Source: an optimization exercise on an open RTL-to-GDS flow (aim: small area, a short achievable clock period and few clock cycles per item). Production flows keep margins and buffers that such runs may drop. Power and IR drop assume default switching activity.

==> trial 58: inputs <==
// sk_unit
module sk_unit (
    input  wire         clk,
    input  wire         rst,           
    input  wire         cmd_valid,
    output wire         cmd_ready,
    input  wire [63:0]  cmd_word,
    input  wire [63:0]  key_in,
    input  wire [63:0]  min_in,
    input  wire [63:0]  max_in,
    input  wire [63:0]  px_in,
    input  wire [63:0]  now_us,
    output reg          done,
    output reg  [3:0]   errcode,
    output reg          init,
    output reg  [3:0]   cursor,
    output reg  [63:0]  master,
    output wire [63:0]  result,
    output reg  [63:0]  px_out,
    input  wire [3:0]   sk_idx,
    output wire [63:0]  subkey
);
    localparam integer KM   = 6;                        
    localparam integer NDIG = (64 + KM - 1) / KM;       
    localparam integer PAD  = KM * NDIG - 64;           
    localparam integer I1   = 1;                        
    localparam integer I2   = 2;
    localparam integer I3   = 3;
    localparam integer M1   = KM * I1 - PAD;            
    localparam integer M2   = KM * I2 - PAD;
    localparam integer M3   = KM * I3 - PAD;
    localparam integer MT   = ((9 + KM - 1 + PAD) / KM) * KM - PAD;   
    localparam integer MTT  = (MT > 9) ? MT - KM : MT;
    localparam integer W1   = 16;                       
    localparam integer W2   = 40;
    localparam integer W3   = 56;
    localparam integer W4   = 60;
    localparam [7:0] OP_INIT  = 8'h11;
    localparam [7:0] OP_INITT = 8'h12;
    localparam [7:0] OP_RAW   = 8'h13;
    localparam [7:0] OP_RANGE = 8'h14;
    localparam [7:0] OP_ROTL  = 8'h21;
    localparam [7:0] OP_BRX   = 8'h22;
    localparam [3:0] E_OK      = 4'd0;
    localparam [3:0] E_INVALID = 4'd1;
    localparam [3:0] E_NOINIT  = 4'd2;
    localparam [3:0] E_ILLEGAL = 4'd3;
    localparam [1:0] S_IDLE = 2'd0;
  ...
make LEC_CHECK=0 CAP_MARGIN=20 CORE_MARGIN=2 CORE_UTILIZATION=45 GPL_ROUTABILITY_DRIVEN=1 GPL_TIMING_DRIVEN=0 PLACE_DENSITY=0.6 SLEW_MARGIN=20 SYNTH_HIERARCHICAL=1 SYNTH_MINIMUM_KEEP_SIZE=0 finish   # period 8.0 ns
run.sh (not shown) runs the stock make flow with config.mk's settings and CLKGATE_MAP_FILE= SYNTH_SCRIPT=/design/flow/synth_recipe.tcl, a recipe that flattens the netlist after the stock synthesis.
==> trial 65: changes against trial 58 <==
--- a/flow/design.v
+++ b/flow/design.v
@@ -107,87 +107,43 @@
     generate
         for (j = 0; j < K / 2; j = j + 1) begin : g_step
             wire [17:0] t = {r[j], bits[K-1-2*j], bits[K-2-2*j]};
             wire [17:0] s1, s2, s3;
             wire        ge1, ge2, ge3;                       
-            sk_ks #(.N(18), .T(1)) u_a1 (.a(t), .b(~{2'b00, d}), .cin(1'b0), .sum(s1), .cout(ge1));
-            sk_ks #(.N(18), .T(1)) u_a2 (.a(t), .b(~{1'b0, m2}), .cin(1'b0), .sum(s2), .cout(ge2));
-            sk_ks #(.N(18), .T(1)) u_a3 (.a(t), .b(~m3),         .cin(1'b0), .sum(s3), .cout(ge3));
+            sk_ks #(.N(18)) u_a1 (.a(t), .b(~{2'b00, d}), .cin(1'b0), .sum(s1), .cout(ge1));
+            sk_ks #(.N(18)) u_a2 (.a(t), .b(~{1'b0, m2}), .cin(1'b0), .sum(s2), .cout(ge2));
+            sk_ks #(.N(18)) u_a3 (.a(t), .b(~m3),         .cin(1'b0), .sum(s3), .cout(ge3));
             wire p3 = ge3, p2 = ge2 & ~ge3, p1 = ge1 & ~ge2, p0 = ~ge1;
             assign r[j+1] = ({16{p3}} & s3[15:0]) | ({16{p2}} & s2[15:0]) |
                             ({16{p1}} & s1[15:0]) | ({16{p0}} & t[15:0]);
             assign q[K-1-2*j] = ge2;
             assign q[K-2-2*j] = ge3 | (ge1 & ~ge2);
         end
     endgenerate
     assign rem_out = r[K/2];
 endmodule
-module sk_ks #(parameter integer N = 16, parameter integer T = 0) (
+module sk_ks #(parameter integer N = 16) (
     input  wire [N-1:0] a,
     input  wire [N-1:0] b,
     input  wire         cin,
     output wire [N-1:0] sum,
     output wire         cout
 );
-    function integer clog2;
-        input integer n;
-        begin
-            clog2 = 0;
-            while ((1 << clog2) < n) clog2 = clog2 + 1;
-        end
-    endfunction
-    localparam integer L  = clog2(N);
-    localparam integer NL = (T == 2) ? 2 * L - 1 : L;    
-    function integer partner;
-        input integer l, i;
-        integer d;
-        begin
-            partner = -1;
-            if (T == 0) begin
-                if (i >= (1 << l)) partner = i - (1 << l);
-            end else if (T == 1) begin
-                if ((i >> l) & 1) partner = ((i >> (l + 1)) << (l + 1)) + (1 << l) - 1;
-            end else begin
-                if (l < L) begin                          
-                    d = 1 << l;
-                    if (((i + 1) % (2 * d)) == 0) partner = i - d;
-                end else begin                            
-                    d = 1 << (2 * L - 2 - l);
-                    if (((i + 1) % (2 * d)) == d && i >= 3 * d - 1) partner = i - d;
-                end
-            end
-        end
-    endfunction
-    wire [N-1:0] g [0:NL];
-    wire [N-1:0] p [0:NL];
-    wire [N-1:0] p0 = a ^ b;
-    assign g[0] = (a & b) | {{(N-1){1'b0}}, p0[0] & cin};
-    assign p[0] = p0;
-    genvar l, i;
-    generate
-        for (l = 0; l < NL; l = l + 1) begin : g_lvl
-            for (i = 0; i < N; i = i + 1) begin : g_node
-                if (partner(l, i) >= 0) begin : g_op
-                    sk_gp u_gp (.gh(g[l][i]), .ph(p[l][i]),
-                                .gl(g[l][partner(l, i)]), .pl(p[l][partner(l, i)]),
-                                .g(g[l+1][i]), .p(p[l+1][i]));
-                end else begin : g_pass
-                    assign g[l+1][i] = g[l][i];
-                    assign p[l+1][i] = p[l][i];
-                end
+    reg [N-1:0] g, p;
+    integer d, i;
+    always @(*) begin
+        g = a & b;
+        p = a ^ b;
+        g[0] = g[0] | (p[0] & cin);
+        for (d = 1; d < N; d = d * 2)
+            for (i = N - 1; i >= d; i = i - 1) begin
+                g[i] = g[i] | (p[i] & g[i - d]);
+                p[i] = p[i] & p[i - d];
             end
-        end
-    endgenerate
-    assign sum  = p0 ^ {g[NL][N-2:0], cin};
-    assign cout = g[NL][N-1];
-endmodule
-module sk_gp (
-    input  wire gh, ph, gl, pl,
-    output wire g, p
-);
-    assign g = gh | (ph & gl);
-    assign p = ph & pl;
+    end
+    assign sum  = a ^ b ^ {g[N-2:0], cin};
+    assign cout = g[N-1];
 endmodule
 module sk_div_wide (
     input  wire [63:0] rem_in,
     input  wire        bit_in,
     input  wire [63:0] d,            
@@ -322,11 +278,11 @@
     wire is_range = plain && (op == OP_RANGE);
     wire is_brx   = plain && (op == OP_BRX);
     wire is_rotl  = base_ok && (op == OP_ROTL);
     wire legal    = is_init | is_initt | is_raw | is_range | is_brx | is_rotl;
     wire [64:0] diff;
-    sk_ks #(.N(65), .T(2)) u_diff (.a({max_in[63], max_in}), .b(~{min_in[63], min_in}), .cin(1'b1),
+    sk_ks #(.N(65)) u_diff (.a({max_in[63], max_in}), .b(~{min_in[63], min_in}), .cin(1'b1),
                             .sum(diff), .cout());
     wire range_bad = diff[64];
     wire shamt_bad = imm > 16'd32;
     reg [3:0] code;
     always @(*) begin
==> flow/config.mk (replaced) <==
export PLATFORM = sky130hd
export DESIGN_NAME = sk_unit
export DESIGN_NICKNAME = sk_unit
export VERILOG_FILES = /design/flow/design.v
export SDC_FILE = /design/flow/constraint.sdc
export NUM_CORES = 4
export LEC_CHECK = 0
export CAP_MARGIN = 40
export CORE_MARGIN = 2
export CORE_UTILIZATION = 45
export GPL_ROUTABILITY_DRIVEN = 1
export PLACE_DENSITY = 0.6
export SLEW_MARGIN = 40
export SYNTH_HIERARCHICAL = 1
export SYNTH_MINIMUM_KEEP_SIZE = 0
==> qor summary <==
| metric | trial 58 | trial 65 |
|---|---|---|
| Total Routed Length | 230 mm | 228 mm |
| Clk_buf instances | 68 | 62 |
| Clk slew on worst S/H paths | 0.06 ns | 0.07 ns |
| Largest vdd supply drop | 0.000164 V | 0.000159 V |
| Required time at the endpoint of the critical path | 6.40 ns | 8.39 ns |
| Overall power | 7550 uW | 8030 uW |
| Result of the run | complete, but fails checks | complete, but fails checks |
| Violated checks | setup timing | setup timing |
| Met1 GRT Util | 50.2% | 48.7% |
| Met1 WL | 93.3 mm | 90.8 mm |
| F_max | 124 MHz | 115 MHz |
| Vias in the first global route | 48,300 | 54,000 |
| Routed via count | 50,200 | 55,000 |
| Clock-cell share of area | 2.57% | 2.49% |
| GRT Total Usage | 38.8% | 38.6% |
| Cells after DPL | 7,739 | 8,890 |
| Number of buffers other than clock buffers in the final layout | 1,186 | 1,762 |
No run of this note included a check of the RTL's function; only the layout flow was run.

afterwards: timing with drivers on the ports:
No port has a modelled driver above. Below, the same layouts with a new extraction and two added sets of constraints. Step 1: set_driving_cell puts a clkbuf_16 on clk and a buf_2 on each other input, an assumption about the parent block. Step 2 moves the port delays by t, midway between the first and last clock arrival at a register: inputs arrive t later, outputs are due t later. That takes back most of the time a late clock gives input paths. Three values: no drivers, after step 1, after step 2; two values: the first two.
| run | t, ns | setup slack, ns | worst hold slack (ns) | worst setup path after step 2 | worst slew at a driven data input, ns |
|---|---|---|---|---|---|
| trial 58 | 0.742 | -0.081 / -0.115 / -0.433 | 0.452 / 0.452 / 0.452 | input to register | 0.18 |
| trial 65 | 0.728 | -0.702 / -0.702 / -0.702 | 0.451 / 0.451 / 0.451 | register to register | 0.14 |
For trial 58, which loses most, drivers alone change the setup slack by -0.034 ns; drivers and shift together by -0.352 ns.
